Source: an optimization exercise on an open RTL-to-GDS flow (aim: small area, a short achievable clock period and few clock cycles). Production flows keep margins and buffers that such runs may drop.
Function was not checked in any run shown here: the RTL went through the layout flow alone.
Power figures rest on the tool's default switching activity, not on a simulated workload. No driver is modelled on the clock port, so clocking that relies on it looks cheaper here than on a real chip.

File: flow/config.mk
export PLATFORM = sky130hd
export DESIGN_NAME = lhb_rx
export DESIGN_NICKNAME = lhb_rx
export VERILOG_FILES = /design/flow/design.v
export SDC_FILE = /design/flow/constraint.sdc
export NUM_CORES = 4
export LEC_CHECK = 0
export CAP_MARGIN = 20
export CORE_MARGIN = 2
export CORE_UTILIZATION = 70
export CTS_CLUSTER_DIAMETER = 100
export CTS_CLUSTER_SIZE = 30
export PLACE_DENSITY = 0.85
export SLEW_MARGIN = 20
File: flow/flow/run.sh
#!/bin/bash
# Layout flow: the standard ORFS flow, with the input and output port
# buffers inserted as sky130_fd_sc_hd__buf_2 instead of the default cell.
set -euo pipefail
export BUFFER_PORTS_ARGS="-buffer_cell sky130_fd_sc_hd__buf_2"
bash standard.sh finish > standard_flow.log 2>&1
File: flow/design.v
module lhb_rx #(
    parameter FRAME_CAP = 100            
) (
    input  wire        clk,
    input  wire        rst,              
    input  wire        rx_valid,
    input  wire [7:0]  rx_data,
    output wire        rx_ready,
    output wire        m_valid,
    output wire [7:0]  m_data,
    output wire        m_last,
    output wire        m_empty,          
    input  wire        m_ready,
    output wire        e_valid,
    output wire [3:0]  e_code,
    output wire [7:0]  e_arg,
    output wire [15:0] e_len,
    output wire [3:0]  e_stat,
    input  wire        e_ready
);
    localparam RD_TAP   = FRAME_CAP - 1;     
    localparam RING_LEN = FRAME_CAP + 1;     
    localparam SW       = 7;                 
    localparam [1:0] E_FRAME_OVERFLOW = 2'd1;
    localparam [1:0] E_SYNC_LOST      = 2'd2;
    localparam [1:0] E_DECODE_ERROR   = 2'd3;
    reg  [8*RING_LEN-1:0] ring;
    wire [7:0] ring_last = ring[8*RING_LEN-1 -: 8];
    wire [7:0] rd_x      = ring[8*RD_TAP+7 -: 8];       
    reg        rdy_q;                    
    reg        s_start;                  
    reg        s_acc0;                   
    reg        s_accb;                   
    reg        s_end;                    
    reg [6:0]  flen;                     
    reg        f_full;                   
    reg [6:0]  wblk;                     
    reg        f_bend;                   
    reg        live;                     
    reg        wrapped;                  
    reg [SW-1:0] ostage;                 
    reg [SW-1:0] nstage;                 
    reg        f_otap;                   
    reg        f_otop;                   
    reg        f_nzero;                  
    reg        f_ntap;                   
    reg        f_ntop;                   
    reg        r_sep;                    
    reg        r_pend;                   
    reg        r_body;                   
    reg        r_skip;                   
    reg [6:0]  rblk;                     
    reg        f_rone;                   
    reg        rz_x, rz_nx;              
    reg [5:0]  wseq, rseq;
    reg [5:0]  bq0, bq1;
    reg        bqv0, bqv1;
    reg        bq_pop_q;                 
    reg        vh_q;                     
    reg        vg_q;                     
    reg        mv_q, ml_q, me_q;
    reg [7:0]  md_q;
    reg        m1_v, m1_l, m1_e;
    reg [7:0]  m1_d;
    reg        ev_q;
    reg [1:0]  ec_q;
    reg        es_q;
    reg [7:0]  ea_q;
    reg [6:0]  el_q;
    assign rx_ready = rdy_q;
    assign m_valid  = mv_q;
    assign m_data   = md_q;
    assign m_last   = ml_q;
    assign m_empty  = me_q;
    assign e_valid  = ev_q;
    assign e_code   = {2'b00, ec_q};
    assign e_arg    = ea_q;
    assign e_len    = {9'd0, el_q};
    assign e_stat   = {es_q, 3'b000};
    wire slot_free = !live || (!f_otop && !wrapped);
    wire w_take      = rx_valid && rdy_q;
    wire b_z         = (rx_data == 8'h00);
    wire c_sync_lost = s_start && !b_z;
    wire c_first     = s_acc0 && !b_z;
    wire c_end       = s_accb && b_z;
    wire c_data      = s_accb && !b_z && !f_full;
    wire c_overflow  = s_accb && !b_z && f_full;
    wire c_dec_err   = c_end && !f_bend;
    wire need_err    = c_sync_lost || c_dec_err || c_overflow;
    wire c_bad       = c_dec_err || c_overflow;
    wire wr_body = w_take && (c_first || c_data);
    wire wr_byte = w_take && (s_acc0 || (s_accb && !f_full));
    wire wr_term = w_take && s_accb && !c_data;
    wire wr_fill = !s_accb && slot_free;
    wire wrote   = s_accb ? w_take : slot_free;
    wire v_bad   = w_take && c_bad;
    wire e_raise = w_take && need_err;
    wire [6:0] blk_load = rx_data[7] ? 7'h7F : rx_data[6:0];
    wire at_tap  = live && f_otap;
    wire r_one   = r_sep && !rz_x && rz_nx;               
    wire r_need  = r_one || r_pend;                       
    wire r_emit  = (r_need && vg_q) || r_body;
    wire r_nx_ok = !(r_sep && !rz_x && f_ntap);           
    wire r_can   = at_tap && (!r_need || vh_q) && r_nx_ok;
    wire r_take  = r_can && (!r_emit || !m1_v);
    wire v_pop   = r_take && r_need;
    wire m_emit  = r_take && r_emit;
    wire m_pop   = !mv_q || m_ready;                      
    wire [7:0] n_d = f_rone ? 8'h00 : rd_x;
    wire n_l = rz_nx;
    wire n_e = r_sep;
    wire r_last    = r_take && f_ntap;           
    wire live_d    = wrote || (live && !r_last);
    wire [SW-1:0] ostage_d = (!live || r_last) ? {SW{1'b0}} :
                             r_take ? ostage :
                             f_otop ? {SW{1'b0}} : ostage + 1'b1;
    wire [SW-1:0] nstage_d = (wrote || f_ntop) ? {SW{1'b0}} : nstage + 1'b1;
    wire otop_d    = live && f_otap && !r_take;
    wire wrapped_d = !f_ntop && (wrapped || (live && f_otop));
    reg [5:0] bq0_d, bq1_d;
    reg       bqv0_d, bqv1_d;
    always @* begin
        if (bq_pop_q) begin
            bq0_d = bq1;  bqv0_d = bqv1;
            bq1_d = bq1;  bqv1_d = 1'b0;
        end else begin
            bq0_d = bq0;  bqv0_d = bqv0;
            bq1_d = bq1;  bqv1_d = bqv1;
        end
        if (v_bad) begin
            if (!bqv0_d) begin bq0_d = wseq; bqv0_d = 1'b1; end
            else         begin bq1_d = wseq; bqv1_d = 1'b1; end
        end
    end
    wire [5:0] wseq_p1 = wseq + 1'b1;
    wire [5:0] wseq_d  = wr_term ? wseq_p1 : wseq;
    wire [5:0] rseq_d = rseq + v_pop;
    wire eq_w  = (wseq == rseq);
    wire eq_w1 = (wseq_p1 == rseq);
    wire eq_b0 = (bq0 == rseq);
    wire eq_b1 = (bq1 == rseq);
    wire vh_d  = wr_term ? !eq_w1 : !eq_w;
    wire push0 = v_bad && !(bq_pop_q ? bqv1 : bqv0);    
    wire vg_d  = !(push0 ? eq_w : bqv0_d && (bq_pop_q ? eq_b1 : eq_b0));
    wire free_c  = !otop_d && !wrapped_d;
    wire cont_c  = wrote || f_ntop;
    wire ev_d    = e_raise || (ev_q && !e_ready);
    wire rdy_d   = free_c && cont_c && !ev_d && !bqv1_d;
    always @(posedge clk) begin
        ring  <= {ring[8*(RING_LEN-1)-1:0],
                  wrote ? (wr_byte ? rx_data : 8'h00) : ring_last};
        rz_x  <= (ring[8*(RD_TAP-1)+7 -: 8] == 8'h00);
        rz_nx <= (ring[8*(RD_TAP-2)+7 -: 8] == 8'h00);
        ostage  <= ostage_d;
        nstage  <= nstage_d;
        f_otap  <= live && !r_last && (r_take || (ostage == RD_TAP-1));
        f_otop  <= otop_d;
        f_nzero <= wrote || f_ntop;
        f_ntap  <= !wrote && (nstage == RD_TAP-1);
        f_ntop  <= !wrote && f_ntap;
        if (!s_accb) begin
            flen   <= 7'd1;
            f_full <= 1'b0;
        end else if (w_take) begin
            flen   <= flen + 1'b1;
            f_full <= (flen == FRAME_CAP-1);
        end
        if (w_take && (s_acc0 || (s_accb && f_bend))) begin
            wblk   <= blk_load;
            f_bend <= (blk_load == 7'd1);
        end else if (w_take && s_accb) begin
            wblk   <= wblk - 1'b1;
            f_bend <= (wblk == 7'd2);
        end
        if (r_take && (r_sep || f_rone)) begin
            rblk   <= rd_x[6:0];
            f_rone <= (rd_x[6:0] == 7'd1);
        end else if (r_take) begin
            rblk   <= rblk - 1'b1;
            f_rone <= (rblk == 7'd2);
        end
        bq0 <= bq0_d;
        bq1 <= bq1_d;
        if (m_pop) begin
            md_q <= m1_v ? m1_d : n_d;
            ml_q <= m1_v ? m1_l : n_l;
            me_q <= m1_v ? m1_e : n_e;
        end
        if (!m1_v) begin
            m1_d <= n_d;
            m1_l <= n_l;
            m1_e <= n_e;
        end
        if (!ev_q) begin
            ec_q <= c_sync_lost ? E_SYNC_LOST : c_overflow ? E_FRAME_OVERFLOW : E_DECODE_ERROR;
            es_q <= c_dec_err;
            ea_q <= c_dec_err ? 8'h00 : rx_data;
            el_q <= c_sync_lost ? 7'd0 : c_overflow ? FRAME_CAP[6:0] : flen;
        end
    end
    always @(posedge clk) begin
        if (rst) begin
            rdy_q    <= 1'b1;
            s_start  <= 1'b1;
            s_acc0   <= 1'b0;
            s_accb   <= 1'b0;
            s_end    <= 1'b0;
            live     <= 1'b0;
            wrapped  <= 1'b0;
            r_sep    <= 1'b1;
            r_pend   <= 1'b0;
            r_body   <= 1'b0;
            r_skip   <= 1'b0;
            wseq     <= 6'd0;
            rseq     <= 6'd0;
            bqv0     <= 1'b0;
            bqv1     <= 1'b0;
            bq_pop_q <= 1'b0;
            vh_q     <= 1'b0;
            vg_q     <= 1'b1;
            mv_q     <= 1'b0;
            m1_v     <= 1'b0;
            ev_q     <= 1'b0;
        end else begin
            rdy_q   <= rdy_d;
            if (w_take) begin
                s_start <= (s_end && b_z) || c_end;
                s_acc0  <= (s_start && b_z) || (s_acc0 && b_z);
                s_accb  <= c_first || c_data;
                s_end   <= c_sync_lost || c_overflow || (s_end && !b_z);
            end
            live    <= live_d;
            wrapped <= wrapped_d;
            if (r_take) begin
                r_sep  <= (r_sep && (rz_x || rz_nx)) || (r_skip && rz_x) ||
                          ((r_pend && vg_q) || r_body) && rz_nx;
                r_pend <= r_sep && !rz_x && !rz_nx;
                r_body <= ((r_pend && vg_q) || r_body) && !rz_nx;
                r_skip <= (r_skip && !rz_x) || (r_pend && !vg_q);
            end
            wseq     <= wseq_d;
            rseq     <= rseq_d;
            bqv0     <= bqv0_d;
            bqv1     <= bqv1_d;
            bq_pop_q <= v_pop && !vg_q;
            vh_q     <= vh_d;
            vg_q     <= vg_d;
            if (m_pop) begin
                mv_q <= m1_v || m_emit;
                m1_v <= 1'b0;
            end else if (m_emit)
                m1_v <= 1'b1;
            ev_q <= ev_d;
        end
    end
endmodule
File: flow/constraint.sdc
create_clock -name core_clock -period 10.0 [get_ports {clk}]
set_input_delay 2.0000 -clock core_clock [delete_from_list [all_inputs] [get_ports {clk}]]
set_output_delay 2.0000 -clock core_clock [all_outputs]
set_load 0.01 [all_outputs]
File: flow/standard.sh
#!/bin/bash
# synth_recipe.tcl (not shown) runs the flow's synth.tcl, then flattens the netlist and writes it again
# the make line also repeats each setting of config.mk as NAME=value (left out here)
make -C /OpenROAD-flow-scripts/flow DESIGN_CONFIG=/design/flow/config.mk WORK_HOME=/design/flow/orfs CLKGATE_MAP_FILE= SYNTH_SCRIPT=/design/flow/synth_recipe.tcl "${@:-finish}"
==> results of run 1 <==
-- cell usage after synthesis (8+ instances only) --
cell type    n  area share
buf_4       16      0.0055
o21ai_0     20      0.0046
edfxtp_1    50       0.069
nor2_1      38      0.0065
nand2_1     38      0.0065
nor3_1      22      0.0050
inv_1       17      0.0029
and2_1       8      0.0023
xor2_1      16      0.0064
nand3_1     14      0.0032
a22o_1      16      0.0064
clkbuf_1    26      0.0045
nor2b_1      9      0.0026
ha_1        12      0.0069
a21oi_1     30      0.0069
xnor2_1     28       0.011
or3_1        8      0.0023
mux2_2      14      0.0072
dfxtp_1    883        0.81
-- flip-flops by register name, indices dropped and copies added, names as in the netlist, 7 cells and up --
register and cells:
ea_q 8, el_q 7, flen 7, m1_d 8
md_q 8, nstage 7, ostage 7, rblk 7
ring 808, wblk 7
-- final timing paths --
kind	from	endpoint	slack (ps)	depth (start not counted)
worst min-delay path	ring[643]$_DFF_P_	ring[651]$_DFF_P_	320	0
worst max register to register	m1_v$_SDFFE_PP0P_	ostage[6]$_SDFFE_PN0P_	7200	5
worst max-delay path	rx_data[1]	bq1[2]$_DFFE_PP_	6330	5
worst min register to register	ring[643]$_DFF_P_	ring[651]$_DFF_P_	320	0
-- worst register-to-register path, delay by kind of cell, from the launching register on --
kind	cells	cell delay, ps
DFF	1	700
AOI/OAI and AO/OA	2	780
buffers and inverters	1	280
and+or+nand+nor	2	980
-- report_power, final --
part           switching (uW)  internal [uW]
sequential               22.6           3810
combinational            32.7           18.1
clock                    1030            714
-- final cells by class --
class	count	area, um2	area share
flip-flops and latches	933	19200	0.820
multi-input cells	367	2400	0.103
clock buffers	49	992	0.0424
well taps	396	495	0.0212
repair buffers	43	215	0.00920
inverters	18	67.6	0.00289
clock inverters	2	46.3	0.00198
-- per-stage QoR --
step	power, uW	setup slack [ps]	instance area [um2]
after floorplan	3940	6380	21900
after global placement	3960	5900	22300
after detailed placement	3960	5790	22300
after CTS	5660	6330	23400
after global routing	5790	6180	23400
final	5620	6330	23400
-- logic make-up after synthesis --
kind of cell    share of synthesized area
buf+inv                            0.0147
fa+ha+maj                         0.00687
flops                               0.878
xor+xnor                           0.0176
compound gates                     0.0305
simple gates                       0.0440
other cells                      0.000172
mux                               0.00813
-- layer usage --
layer  vias to the layer above  GRT usage  wire (um)
met2                       221      0.322      14800
met3                        80     0.0406       1680
met1                      4310      0.261      14000
met4                         0     0.0629        915
met5                         -          0          0
li1                       4453          -          -
==> run summary, run 1 <==
required time of the critical path=between 10000 and 15000 ps; number of flops mapped to enable cells by yosys=50; number of max-cap violations=0; crit path max fanout=11; Area growth, synth to finish=7.13%; number of I/O port buffers=43; Clock Tree Buf Depth=3; family with the most delay on the worst path=simple AND/OR/NAND/NOR gates; combined area of all synthesized cells=roughly 0.022 mm2; Non-Filler Instances=1808; register bit total from synthesis=933; Avg Inst Size Synth=16.2 um2; largest stage delay on the critical path=approximately 510 ps; die extent in y=about 180 um; Final Hold Vio Count=0; clock tree root driver cell=clkbuf_16; routed via count=9064; area of the die=0.0326 mm2; static leakage=0.00916 uW; I/O pin total=58; clock sinks=933; global placement routability congestion=just under 0.8; commonest non-fill, non-tap cell in the layout=dfxtp_1; fin crit period=3670 ps; final wirelength=about 31000 um; post-route core utilization=0.763; DRT antenna net count=0; H-tree levels=2; pin count of the biggest net entering global routing=33; setup repair after global routing missed its margin=no; number of nets in the layout=1425; clock insertion delay at the later pin of the skew report=550 ps; starting density of the core=0.712; Post-Synthesis Cells=1351; worst path bufs/invs=1; All-Layer GR Usage=0.195; DRC violations left=0; Placeable Area=0.0307 mm2; crit-path cells=buf_2 > nor4_2 > a21oi_1 > a211o_1 > nor2_1; clock tree from TritonCTS=yes; run status=finished clean; drt first-iter violations=around 630; crit end category=flip-flop; Post-CTS Hold Fix Bufs=0; global-route wire length before repair=50300 um; final setup skew=approximately 35 ps; setup total negative slack=0 ps; antenna diode instance count=0; slowest cell on the critical path=nor4_2; post-synth cell types=54; Yosys warnings=1; DP Wirelength=between 15000 and 20000 um; placement row count=64; WL/cell=about 17 um; final worst path period share=0.367; sequential element share of the synthesized area=0.878; share of post-route cells with drive strength above 1=0.0737; vias in the first global route=9439; startpoint-to-endpoint class of the critical path=in -> reg; cell total after placement=1757; worst-case headroom to the max-slew limit=0.379; vias per inst=5.01; postcts setup bufs=0; antenna violations before repair=0; prevailing post-synth register cell=dfxtp_1; First-pass DRT Iterations=4; hold slack=about 320 ps; share of async-settable or async-resettable flops after synthesis=0; Inserted Clock Buffers=37; power per unit of standard cell area=between 200 and 250 mW/mm2; count of cells resized by post-cts repair=0; die span in x=181 um; commonest non-fill, non-tap cells in the layout=dfxtp_1, edfxtp_1, buf_2; final setup vio count=0; worst path arrival time=3870 ps; Hold Path Class=reg -> reg; final max-slew violation count=0; worst vdd ir=0.185 mV; measured slew at the worst slew-check pin=a little over 900 ps; Setup crit start kind=primary input; Max Clk Rate=about 0.27 GHz; clock slew seen by the registers of the worst setup and hold paths=110 ps; filler instances=1747; total overflow reported by the global router=0
==> inputs of run 2 (changes only) <==
--- a/flow/design.v
+++ b/flow/design.v
@@ -56,6 +56,8 @@
     reg [5:0]  bq0, bq1;
     reg        bqv0, bqv1;
     reg        bq_pop_q;                 
+    reg        wt_q;                     
+    reg        vb_q;                     
     reg        vh_q;                     
     reg        vg_q;                     
     reg        mv_q, ml_q, me_q;
@@ -127,25 +129,25 @@
             bq0_d = bq0;  bqv0_d = bqv0;
             bq1_d = bq1;  bqv1_d = bqv1;
         end
-        if (v_bad) begin
+        if (vb_q) begin
             if (!bqv0_d) begin bq0_d = wseq; bqv0_d = 1'b1; end
             else         begin bq1_d = wseq; bqv1_d = 1'b1; end
         end
     end
     wire [5:0] wseq_p1 = wseq + 1'b1;
-    wire [5:0] wseq_d  = wr_term ? wseq_p1 : wseq;
+    wire [5:0] wseq_d  = wt_q ? wseq_p1 : wseq;
     wire [5:0] rseq_d = rseq + v_pop;
     wire eq_w  = (wseq == rseq);
     wire eq_w1 = (wseq_p1 == rseq);
     wire eq_b0 = (bq0 == rseq);
     wire eq_b1 = (bq1 == rseq);
-    wire vh_d  = wr_term ? !eq_w1 : !eq_w;
-    wire push0 = v_bad && !(bq_pop_q ? bqv1 : bqv0);    
+    wire vh_d  = wt_q ? !eq_w1 : !eq_w;
+    wire push0 = vb_q && !(bq_pop_q ? bqv1 : bqv0);     
     wire vg_d  = !(push0 ? eq_w : bqv0_d && (bq_pop_q ? eq_b1 : eq_b0));
     wire free_c  = !otop_d && !wrapped_d;
     wire cont_c  = wrote || f_ntop;
     wire ev_d    = e_raise || (ev_q && !e_ready);
-    wire rdy_d   = free_c && cont_c && !ev_d && !bqv1_d;
+    wire rdy_d   = free_c && cont_c && !ev_d && !bqv1_d && !(bqv0_d && v_bad);
     always @(posedge clk) begin
         ring  <= {ring[8*(RING_LEN-1)-1:0],
                   wrote ? (wr_byte ? rx_data : 8'h00) : ring_last};
@@ -216,6 +218,8 @@
             bqv0     <= 1'b0;
             bqv1     <= 1'b0;
             bq_pop_q <= 1'b0;
+            wt_q     <= 1'b0;
+            vb_q     <= 1'b0;
             vh_q     <= 1'b0;
             vg_q     <= 1'b1;
             mv_q     <= 1'b0;
@@ -239,6 +243,8 @@
                 r_skip <= (r_skip && !rz_x) || (r_pend && !vg_q);
             end
             wseq     <= wseq_d;
+            wt_q     <= wr_term;
+            vb_q     <= v_bad;
             rseq     <= rseq_d;
             bqv0     <= bqv0_d;
             bqv1     <= bqv1_d;
==> flow/flow/run.sh (replaced) <==
#!/bin/bash
# Layout flow: the standard ORFS flow, with the input and output port
# buffers inserted as sky130_fd_sc_hd__buf_2 instead of the default cell,
# and clock tree synthesis without dummy loads.
set -euo pipefail
export BUFFER_PORTS_ARGS="-buffer_cell sky130_fd_sc_hd__buf_2"
export CTS_ARGS="-sink_clustering_enable -repair_clock_nets -sink_clustering_size 30 -sink_clustering_max_diameter 100 -dont_use_dummy_load"
bash standard.sh finish > standard_flow.log 2>&1
--- a/flow/config.mk
+++ b/flow/config.mk
@@ -7,8 +7,6 @@
 export LEC_CHECK = 0
 export CAP_MARGIN = 20
 export CORE_MARGIN = 2
-export CORE_UTILIZATION = 70
-export CTS_CLUSTER_DIAMETER = 100
-export CTS_CLUSTER_SIZE = 30
-export PLACE_DENSITY = 0.85
+export CORE_UTILIZATION = 40
+export PLACE_DENSITY = 0.6
 export SLEW_MARGIN = 20
==> run 2 against run 1 <==
Compared with the run above:
- sequential power hardly changed
- worst setup slack improved by 490 ps
- highest routed layer unchanged
- synthesized cell count is 0.81% higher
- critical path type is now reg -> out
- sequential share of layout area fell by 1.0 points
- maximum frequency grew 15%
- final cell count is 16% higher
- first-iteration DRC count decreased by 29%
- still clean on timing, DRC and antenna
- register-to-register slack better by 510 ps
- largest cell class unchanged
==> run summary, run 2 <==
final wirelength=26600 um (was 31400 um); static leakage=0.00918 uW (was 0.00916 uW); Area growth, synth to finish=8.28% (was 7.13%); hold slack=294 ps (was 320 ps); setup repair after global routing missed its margin=no (unchanged); Hold Path Class=reg -> reg (unchanged); fin crit period=3180 ps (was 3670 ps); final worst path period share=0.318 (was 0.367); cell depth of the worst flop-to-flop path=6 (was 5); share of post-route cells with drive strength above 1=0.0688 (was 0.0737); slowest cell on the critical path=dfxtp_1 (was nor4_2); count of cells resized by post-cts repair=0 (unchanged); Clock Tree Buf Depth=3 (unchanged); most frequent cells after synthesis=dfxtp_1, edfxtp_1, nor2_1 (was dfxtp_1, edfxtp_1, nand2_1, nor2_1, a21oi_1); share of async-settable or async-resettable flops after synthesis=0 (unchanged); post-synth cell types=62 (was 54); WL/cell=12.7 um (was 17.4 um); measured slew at the worst slew-check pin=751 ps (was 925 ps); vias per inst=4.25 (was 5.01); DP Wirelength=15700 um (was 18200 um); worst-case headroom to the max-slew limit=0.499 (was 0.379); clock insertion delay at the later pin of the skew report=550 ps (about the same); number of nets in the layout=1436 (was 1425); clock tree root driver cell=clkbuf_16 (unchanged); DRC violations left=0 (unchanged); Inserted Clock Buffers=37 (unchanged); prevailing post-synth register cell=dfxtp_1 (unchanged); clock tree from TritonCTS=yes (unchanged); worst path bufs/invs=1 (unchanged); number of flops mapped to enable cells by yosys=50 (unchanged); Placeable Area=0.0540 mm2 (was 0.0307 mm2); vias in the first global route=8711 (was 9439); clock slew seen by the registers of the worst setup and hold paths=110 ps (about the same); die span in x=238 um (was 181 um); clock sinks=935 (was 933); antenna diode instance count=0 (unchanged); DRT antenna net count=0 (unchanged); global-route wire length before repair=44600 um (was 50300 um); run status=finished clean (unchanged); final setup skew=37.5 ps (was 34.5 ps); required time of the critical path=8000 ps (was 10200 ps); pin count of the biggest net entering global routing=32 (was 33); antenna violations before repair=0 (unchanged); sequential element share of the synthesized area=0.876 (was 0.878); end point of the critical path=m_valid (was bq1[2]$_DFFE_PP_); starting density of the core=0.406 (was 0.712); post-layout instance area=0.0237 mm2 (was 0.0234 mm2); Final Hold Vio Count=0 (unchanged); startpoint-to-endpoint class of the critical path=reg -> out (was in -> reg); Setup crit start kind=flip-flop (was primary input); largest stage delay on the critical path=450 ps (was 510 ps); dominant cell by count in the synthesized netlist=dfxtp_1 (unchanged); worst setup slack for register-to-register paths=7710 ps (was 7200 ps); Max Clk Rate=0.314 GHz (was 0.273 GHz); crit end category=output port (was flip-flop); power per unit of standard cell area=233 mW/mm2 (was 240 mW/mm2); number of I/O port buffers=43 (unchanged); register bank with the most flops=ring (unchanged); global placement routability congestion=0.792 (was 0.783); Post-Synthesis Cells=1362 (was 1351); H-tree levels=2 (unchanged); First-pass DRT Iterations=4 (unchanged); I/O pin total=58 (unchanged); total overflow reported by the global router=0 (unchanged); postcts setup bufs=0 (unchanged); Yosys warnings=1 (unchanged); ranking of synthesized cells by area=dfxtp_1, edfxtp_1, xnor2_1 (unchanged); beginning of the critical path=mv_q$_SDFFE_PP0P_ (was rx_data[1]); routed via count=8941 (was 9064); register bit total from synthesis=935 (was 933); Crit Reg-Reg Startpoint=live$_SDFF_PP0_ (was m1_v$_SDFFE_PP0P_); die extent in y=238 um (was 181 um); instance area at placement=0.0228 mm2 (was 0.0223 mm2); worst path arrival time=1180 ps (was 3870 ps); final setup vio count=0 (unchanged); final max-slew violation count=0 (unchanged); family with the most delay on the worst path=flip-flops (was simple AND/OR/NAND/NOR gates); worst vdd ir=0.139 mV (was 0.185 mV); crit path max fanout=2 (was 11); commonest non-fill, non-tap cell in the layout=dfxtp_1 (unchanged); commonest non-fill, non-tap cells in the layout=dfxtp_1, edfxtp_1, nor2_1 (was dfxtp_1, edfxtp_1, buf_2); Post-CTS Hold Fix Bufs=0 (unchanged); Synth area leader=dfxtp_1 (unchanged); placement row count=85 (was 64); Pwr Total=5530 uW (was 5620 uW); critical path depth=1 (was 5); max reg flops=808 (unchanged); share of the synthesized area in the top cell type=0.808 (was 0.809); crit-path cells=buf_2 (was buf_2 > nor4_2 > a21oi_1 > a211o_1 > nor2_1); Avg Inst Size Synth=16.1 um2 (was 16.2 um2); FF-to-FF End=rdy_q$_SDFF_PP1_ (was ostage[6]$_SDFFE_PN0P_); drt first-iter violations=443 (was 625); area of the die=0.0567 mm2 (was 0.0326 mm2); number of max-cap violations=0 (unchanged); combined area of all synthesized cells=0.0219 mm2 (was 0.0218 mm2); All-Layer GR Usage=0.0960 (was 0.195); setup total negative slack=0 ps (unchanged)
run 2: cell count changes after synthesis, moves of 4 or more:
cell	change
mux2_2	-12
nor2_1	+10
o21ai_0	-9
mux2i_1	+7
nand2_1	-7
a21oi_1	+6
nor3_1	-5
a31o_1	+4
buf_2	+4
xnor2_1	-4
run 2: how the worst min path moves through the flow:
stage | from | to | cells after the start
2_1_floorplan | ring[92]$_DFF_P_ | ring[100]$_DFF_P_ | 0
3_3_place_gp | ring[244]$_DFF_P_ | ring[252]$_DFF_P_ | 0
3_5_place_dp | ring[645]$_DFF_P_ | ring[653]$_DFF_P_ | 0
4_1_cts | ring[194]$_DFF_P_ | ring[202]$_DFF_P_ | 0
5_1_grt | ring[154]$_DFF_P_ | ring[162]$_DFF_P_ | 0
6_report | ring[154]$_DFF_P_ | ring[162]$_DFF_P_ | 0
run 2: final cells by class:
class,count,area (um2)
Clock buffer,37,926
Fill cell,4778,30300
Inverter,18,67.6
Multi-Input combinational cell,375,2440
Sequential cell,935,19200
Tap cell,696,871
Timing Repair Buffer,44,223
run 2: logic make-up (layout without fill, tap and decap cells):
kind of cell / count (synthesis) / in the layout / share of synthesized area
buffers and inverters: 65 / 99 / 0.0149
AND/OR/NAND/NOR: 186 / 186 / 0.0456
adder cells (fa/ha/maj): 12 / 12 / 0.00685
other: 1 / 14 / 0.000171
flip-flops: 935 / 935 / 0.876
multiplexers: 11 / 11 / 0.00513
AO/OA/AOI/OAI: 109 / 109 / 0.0338
XOR/XNOR: 43 / 43 / 0.0172
run 2: power by group:
group          switching [uW]  internal, uW  total [uW]
Sequential               18.7          3810        3830
Combinational            29.6          15.1        44.6
Clock                     985           670        1660
Total                    1030          4490        5530
run 2: worst register-to-register path, stage by stage (launching register included):
cell     delay (ps)
dfxtp_1         590
nand2_1         210
a21oi_2         300
nand3_4         180
inv_2           430
nor2_2          110
o41ai_2         370
run 2: routing by layer:
| metal | routed length [um] | vias to the layer above | global-route usage |
|---|---|---|---|
| met3 | 1240 | 48 | 0.0209 |
| met5 | 0 | - | 0 |
| met1 | 14200 | 4282 | 0.145 |
| li1 | - | 4493 | - |
| met4 | 639 | 0 | 0.0318 |
| met2 | 10600 | 118 | 0.136 |
run 2: per-stage QoR:
step	setup WS (ps)	cells	util
4_1_cts	6790	2105	0.439
2_1_floorplan	6840	1375	-
3_5_place_dp	6420	2068	0.422
6_report	6820	2105	0.440
3_3_place_gp	6470	2068	0.422
5_1_grt	6760	2105	0.440

==> what the ideal ports hide <==
In the flow no input, the clock included, has a driving cell. The finished layouts below were timed again as built, in two steps. Step 1 sets driving cells, clkbuf_16 on the clock port and buf_2 on the other inputs (assumed; they add their load-dependent delay and slew). Step 2, shift: input delay + t, output delay - t, t = (earliest + latest rising clock arrival at the registers) / 2. This alone moves slack from input paths to output paths. Three values: ideal, step 1, step 2; two values: the first two.
| run | t (ns) | setup slack, ns | cell pins on the clock port's net |
|---|---|---|---|
| run 1 | 0.587 | 6.335 / 6.362 / 5.775 | 1 |
| run 2 | 0.588 | 6.820 / 6.764 / 6.392 | 1 |
After both steps setup and hold are still met in every run listed. For run 1, which loses most, drivers alone change the setup slack by +0.027 ns; drivers and shift together by -0.560 ns.
